This is an optimization exercise on Yosys and OpenROAD, whose aim is small area, a short achievable clock period and few clock cycles, not a production implementation.
In this exercise RTL edits were held to simulation tests only and were not proved equivalent to the original.
No activity file was given, so power comes from the tool's default toggle rates.

== build 73 ==
==> flow/design.v <==
module lsxgt_value_encoder (
    input  wire        clk,
    input  wire        rst,         
    input  wire [2:0]  dt,          
    input  wire        in_valid,
    output wire        in_ready,
    input  wire [7:0]  in_data,     
    input  wire        in_end,      
    output wire        out_valid,
    input  wire        out_ready,
    output wire [7:0]  out_data,    
    output wire        out_end,     
    output wire [1:0]  out_err,     
    output wire [15:0] out_pos      
);
    reg  [71:0] ps;         
    reg         fresh;      
    reg         bad;        
    reg         ovf;        
    reg  [2:0]  pdt;        
    reg  [15:0] pos;        
    reg         drain;      
    reg         hold;       
    reg         hend;       
    reg         stall;      
    reg         obusy, oH0, oH1, oV, oE;
    reg         olast;      
    reg         onov;       
    reg         oend;       
    reg  [1:0]  oerr;
    reg  [7:0]  ob;         
    reg  [7:0]  nb;         
    reg  [7:1]  oc;         
    reg  [7:1]  own;        
    function [3:0] carry10;
        input [8:0] x;
        begin
            carry10[3] = (x >= 9'd205);
            carry10[2] = (x >= 9'd103) && (x < 9'd205);
            carry10[1] = ((x >= 9'd52) && (x < 9'd103)) || ((x >= 9'd154) && (x < 9'd205)) ||
                         (x >= 9'd256);
            carry10[0] = ((x >= 9'd26) && (x < 9'd52)) || ((x >= 9'd77) && (x < 9'd103)) ||
                         ((x >= 9'd128) && (x < 9'd154)) || ((x >= 9'd180) && (x < 9'd205)) ||
                         ((x >= 9'd231) && (x < 9'd256));
        end
    endfunction
    wire [7:0] own0 = {own, 1'b0};           
    reg [71:0] n_ps;
    integer j;
    always @(*) begin : step
        reg [8:0]  v, vp;
        reg [3:0]  b;
        reg [7:0]  m;
        for (j = 0; j < 8; j = j + 1) begin
            v  = ps[9*j +: 9];
            vp = (j == 0) ? 9'd0 : ps[9*(j-1) +: 9];
            b  = (j == 0) ? in_data[3:0] : (own0[j-1] ? 4'd0 : carry10(vp));
            m  = {v[4:0], 3'd0} + {v[6:0], 1'd0};       
            if (fresh)
                n_ps[9*j +: 9] = (j == 0) ? {5'd0, in_data[3:0]} : 9'd0;
            else
                n_ps[9*j +: 9] = {1'b0, m} + {5'd0, b};
        end
    end
    wire ovf_set = !fresh && !own[7] && (ps[71:63] >= 9'd26);
    reg [8:0] pcy;
    reg [7:0] ge;
    always @(*) begin : resolve
        reg [8:0] v;
        reg       any;
        pcy[0] = 1'b0;
        for (j = 0; j < 8; j = j + 1) begin
            v = ps[9*j +: 9];
            pcy[j+1] = v[8] | ((&v[7:0]) & pcy[j]);
        end
        any = 1'b0;
        ge[0] = 1'b1;
        for (j = 7; j >= 1; j = j - 1) begin
            any = any | (ps[9*j +: 9] != 9'd0);
            ge[j] = any | pcy[j];
        end
    end
    reg [7:1] bown;
    reg       novalue;
    always @(*) begin
        novalue = 1'b0;
        case (pdt)
            3'd0: bown = 7'b0000000;
            3'd1: begin
                bown = ge[7] ? 7'b1111111 : ge[5] ? 7'b0011111 : ge[3] ? 7'b0000111 : 7'b0000001;
                novalue = !ge[1];
                if (!ge[1]) bown = 7'b0000000;
            end
            3'd2: bown = ge[6] ? 7'b1111111 : ge[4] ? 7'b0011111 : ge[2] ? 7'b0000111 : 7'b0000001;
            3'd3: bown = ge[4] ? 7'b1111111 : 7'b0000111;
            default: bown = 7'b1111111;
        endcase
    end
    wire [7:1] rd = own & ~own0[6:0];
    reg  [7:0] rsel;
    reg        rcy;
    always @(*) begin
        rsel = 8'd0;
        rcy  = 1'b0;
        for (j = 1; j < 8; j = j + 1) begin
            rsel = rsel | ({8{rd[j]}} & ps[9*j +: 8]);
            rcy  = rcy | (rd[j] & oc[j]);
        end
    end
    wire [7:0] rbyte = rsel + {7'd0, rcy};
    wire beat_in  = in_valid && in_ready;
    wire is_comma = (in_data == 8'h2C);
    wire is_digit = (in_data >= 8'h30) && (in_data <= 8'h39);
    wire term     = in_end || is_comma;
    wire digit_in = beat_in && !term;
    wire act      = beat_in && term && !drain;
    wire p_unknown = (pdt >= 3'd5);
    wire p_err     = p_unknown || bad || ovf || pcy[8];
    wire [1:0] p_code = p_unknown ? 2'd2 : 2'd1;
    wire ofinal   = oE || (olast && !oend);
    wire deliver  = obusy && out_ready;
    wire can_load = !obusy || (out_ready && ofinal);
    wire step_v   = deliver && (oH1 || oV) && !olast;    
    wire [7:1] rel = {7{step_v}} & rd;
    wire now_item = act && (!fresh || in_end);
    wire attach   = !hold && now_item && fresh && !can_load && !oE && !oend;
    wire go_hold  = !hold && now_item && !can_load && !attach;
    wire load     = can_load && (hold || now_item);
    wire iend     = hold ? hend : in_end;
    wire blk      = !fresh && !p_err;
    wire errk     = !fresh && p_err;
    wire fin      = (act && !go_hold && !hold) || (hold && can_load);
    wire [7:1] own_n = own & ~rel;
    wire       fresh_n = fin || (fresh && !digit_in) || (beat_in && drain && in_end);
    reg        stall_n;
    always @(*) begin
        stall_n = 1'b0;
        for (j = 1; j < 8; j = j + 1)
            if (own_n[j] && !(j > 1 && own_n[j-1]) && !own0[j-1] &&
                (ps[9*(j-1) +: 9] >= 9'd2))
                stall_n = 1'b1;
        if (fresh || fresh_n)
            stall_n = 1'b0;
    end
    always @(posedge clk) begin
        if (rst) begin
            fresh <= 1'b1;
            bad   <= 1'b0;
            ovf   <= 1'b0;
            pos   <= 16'd0;
            drain <= 1'b0;
            hold  <= 1'b0;
            stall <= 1'b0;
        end else begin
            stall <= stall_n;
            if (digit_in) begin
                fresh <= 1'b0;
                if (!is_digit) bad <= 1'b1;
                if (ovf_set) ovf <= 1'b1;
            end
            if (fin) begin
                fresh <= 1'b1;
                bad   <= 1'b0;
                ovf   <= 1'b0;
                if (load && errk)
                    drain <= !iend;
                else
                    pos <= iend ? 16'd0 : pos + 16'd1;
            end
            if (beat_in && drain && in_end) begin
                drain <= 1'b0;
                fresh <= 1'b1;
                bad   <= 1'b0;
                ovf   <= 1'b0;
                pos   <= 16'd0;
            end
            if (deliver && oE && (oerr != 2'd0))
                pos <= 16'd0;
            if (go_hold)
                hold <= 1'b1;
            else if (can_load)
                hold <= 1'b0;
        end
        if (go_hold)
            hend <= in_end;
        if (digit_in) begin
            ps[8:0] <= n_ps[8:0];
            pdt     <= dt;
        end
        for (j = 1; j < 8; j = j + 1)
            if (rel[j])
                ps[9*j +: 9] <= 9'd0;
            else if (digit_in && !own[j])
                ps[9*j +: 9] <= n_ps[9*j +: 9];
        if (rst) begin
            obusy <= 1'b0;
            oH0 <= 1'b0; oH1 <= 1'b0; oV <= 1'b0; oE <= 1'b0;
            oerr <= 2'd0;
            own  <= 7'd0;
        end else if (can_load) begin
            obusy <= load;
            oH0   <= load && blk;
            oH1   <= 1'b0;
            oV    <= 1'b0;
            oE    <= load && !blk;
            oerr  <= (load && errk) ? p_code : 2'd0;
            oend  <= iend;
            olast <= 1'b0;
            onov  <= novalue;
            own   <= (load && blk) ? bown : 7'd0;
            oc    <= pcy[7:1];
            ob    <= (pdt == 3'd0) ? 8'h01 : 8'h20;
            nb    <= ps[7:0];
        end else begin
            if (attach)
                oend <= 1'b1;
            own <= own_n;
            if (deliver) begin
                if (oH0) begin
                    oH0   <= 1'b0;
                    oH1   <= 1'b1;
                    ob    <= 8'h00;
                    olast <= onov;
                end
                if (oH1 || oV) begin
                    oH1 <= 1'b0;
                    if (olast) begin
                        oV  <= 1'b0;
                        oE  <= 1'b1;
                    end else begin
                        oV    <= 1'b1;
                        ob    <= nb;
                        nb    <= rbyte;
                        olast <= (own == 7'd0);
                    end
                end
            end
        end
    end
    assign in_ready  = !hold && !stall && !(oE && (oerr != 2'd0));
    assign out_valid = obusy;
    assign out_end   = oE;
    assign out_data  = ob;
    assign out_err   = oerr;
    assign out_pos   = (oerr != 2'd0) ? pos : 16'd0;
endmodule
export LEC_CHECK = 0
export CAP_MARGIN = 20
export CORE_MARGIN = 2
export CORE_UTILIZATION = 40
export GPL_TIMING_DRIVEN = 1
export SETUP_SLACK_MARGIN = 2.1
export SLEW_MARGIN = 20
create_clock -name core_clock -period 5.0 [get_ports {clk}]
run.sh (not shown) runs the stock make flow with config.mk's settings and CLKGATE_MAP_FILE= SYNTH_SCRIPT=/design/flow/synth_recipe.tcl, a recipe that flattens the netlist after the stock synthesis.
Build 73 ended with every stage complete and zero timing, DRC or antenna violations.
Testbench counts of build 73, summed over its fixed seeds: cycles 28,132.
## Diff of input files: build 59 against build 73
# build 73
export LEC_CHECK = 0
export CAP_MARGIN = 20
export CORE_MARGIN = 2
export CORE_UTILIZATION = 40
export GPL_TIMING_DRIVEN = 1
export SETUP_SLACK_MARGIN = 2.1
export SLEW_MARGIN = 20
create_clock -name core_clock -period 5.0 [get_ports {clk}]
# build 59
export LEC_CHECK = 0
export CAP_MARGIN = 20
export CORE_MARGIN = 2
export CORE_UTILIZATION = 40
export SETUP_SLACK_MARGIN = 2.4
export SLEW_MARGIN = 20
create_clock -name core_clock -period 5.0 [get_ports {clk}]
Results
Lower proportion of cell area spent on the clock network among build 59 and build 73: build 59
Lower minimum period implied by the final worst setup slack goes to build 59 over build 73.
Between build 59 and build 73, it is build 59 whose sum of internal, switching and leakage power is higher, by about 0.5%.
Measured against each other, build 59 and build 73 differ in global-route usage, the higher figure coming from build 59.
The lower global-route track usage on met2 of build 59 and build 73 is in build 73.
Per the comparison of build 59 with build 73, number of diodes added for antenna fixing about even; post-route fraction of the period consumed by the critical path lost 2.8 points; final worst setup slack has increased; total net switching power up about 7%; cell area rose 9.1%.
Going from build 73 to build 59, utilization grows by 4.3 points.
The inputs of build 66 differ from those of build 59 as listed below.
# build 59
export LEC_CHECK = 0
export CAP_MARGIN = 20
export CORE_MARGIN = 2
export CORE_UTILIZATION = 40
export SETUP_SLACK_MARGIN = 2.4
export SLEW_MARGIN = 20
create_clock -name core_clock -period 5.0 [get_ports {clk}]
# build 66
export LEC_CHECK = 0
export CAP_MARGIN = 20
export CORE_MARGIN = 2
export CORE_UTILIZATION = 40
export SETUP_SLACK_MARGIN = 1.8
export SLEW_MARGIN = 20
create_clock -name core_clock -period 5.0 [get_ports {clk}]
Findings:
- In summary, build 59 completed successfully, with a layout that passed the timing, DRC and antenna checks.
- Build 66 completed; timing, DRC and antenna clean
- Build 66 ended up with input port to register as its class of the most critical setup path; build 59 ended up with register to register.
- Taking build 59 as the reference, in build 66 core utilization shrank by 6.2 points, number of DRC violations after detailed routing closely matched the old numbers, routed length per instance shows a reduction of 0.45 um.
Edits applied to the flow inputs when going from build 66 to build 49:
# build 66
export LEC_CHECK = 0
export CAP_MARGIN = 20
export CORE_MARGIN = 2
export CORE_UTILIZATION = 40
export SETUP_SLACK_MARGIN = 1.8
export SLEW_MARGIN = 20
create_clock -name core_clock -period 5.0 [get_ports {clk}]
# build 49
export LEC_CHECK = 0
export CAP_MARGIN = 20
export CORE_MARGIN = 2
export CORE_UTILIZATION = 40
export CTS_BUF_LIST = sky130_fd_sc_hd__clkbuf_8
export SETUP_SLACK_MARGIN = 2.1
export SLEW_MARGIN = 20
create_clock -name core_clock -period 5.0 [get_ports {clk}]
==> run summary <==
- Build 49 ended with every stage complete and zero timing, DRC or antenna violations.
- Of build 49 and build 66, it is build 49 that has the lower detailed router's first-iteration violation count.
- Build 49 against build 66: final cell count saw an increase, worst voltage drop across the vdd grid lower, number of nets in the layout up about 1.3%, post-route clock skew increased 0.0071 ns.
- In build 49 the design area turned out 230 um2 higher than in build 66.
[inputs] build 32 vs build 49
# build 49
export LEC_CHECK = 0
export CAP_MARGIN = 20
export CORE_MARGIN = 2
export CORE_UTILIZATION = 40
export CTS_BUF_LIST = sky130_fd_sc_hd__clkbuf_8
export SETUP_SLACK_MARGIN = 2.1
export SLEW_MARGIN = 20
create_clock -name core_clock -period 5.0 [get_ports {clk}]
# build 32
export LEC_CHECK = 0
export CAP_MARGIN = 20
export CORE_MARGIN = 2
export CORE_UTILIZATION = 40
export SETUP_SLACK_MARGIN = 2.1
export SLEW_MARGIN = 20
create_clock -name core_clock -period 5.0 [get_ports {clk}]
Going from build 49 to build 32, ratio of routed vias to standard cells grew slightly.
Between build 49 and build 32, the clock skew is lower for build 32.
Changes observed in build 32 relative to build 49: stage delay of the slowest cell on the critical path essentially unchanged, via count essentially unchanged, smallest setup slack after layout increased 0.035 ns.
Fraction of area in registers delta for build 32 relative to build 49: 0.57 points lower
Going from build 49 to build 32, fraction of power spent switching nets shrinks by 1.9 points.
A launch point of the critical path of ps[38]$_SDFFE_PP0P_ is what build 49 shows, while ps[30]$_SDFFE_PP0P_ belongs to build 32.
Compared to build 49, build 32 has share of total power in combinational logic 1.2 points lower.
The fraction of the cycle the final worst path needs in build 32 sits 0.70 points below the value recorded for build 49.
Relative to build 49, build 32 degrades total power of the final layout.

-- re-timing with driven ports --
In the flow no input, the clock included, has a driving cell. The finished layouts below were timed again as built, in two steps.
Step 1, drivers: a clkbuf_16 drives clk and a buf_2 each remaining input, both assumed.
Step 2 moves the port delays by t, midway between the first and last clock arrival at a register: inputs arrive t later, outputs are due t later. That takes back most of the time a late clock gives input paths.
Three values: ideal ports, drivers, drivers and shift; two values: the first two.
run | t, ns | slack for setup (ns) | latest minus earliest clock arrival (ns) | slew at the worst register clock pin (ns) | cell pins on the clock port's net
build 73 | 0.479 | 2.186 / 2.186 / 1.790 | 0.014 / 0.014 | 0.07 / 0.07 | 1
build 59 | 0.479 | 2.324 / 2.324 / 1.979 | 0.013 / 0.013 | 0.07 / 0.07 | 1
build 66 | 0.478 | 1.905 / 1.932 / 1.454 | 0.014 / 0.014 | 0.07 / 0.07 | 1
build 49 | 0.502 | 2.151 / 2.151 / 1.682 | 0.021 / 0.021 | 0.10 / 0.10 | 1
build 32 | 0.479 | 2.186 / 2.186 / 1.790 | 0.014 / 0.014 | 0.07 / 0.07 | 1
After both steps setup and hold are still met in every run listed. For build 49, which loses most, drivers alone change the setup slack by 0.000 ns; drivers and shift together by -0.469 ns.
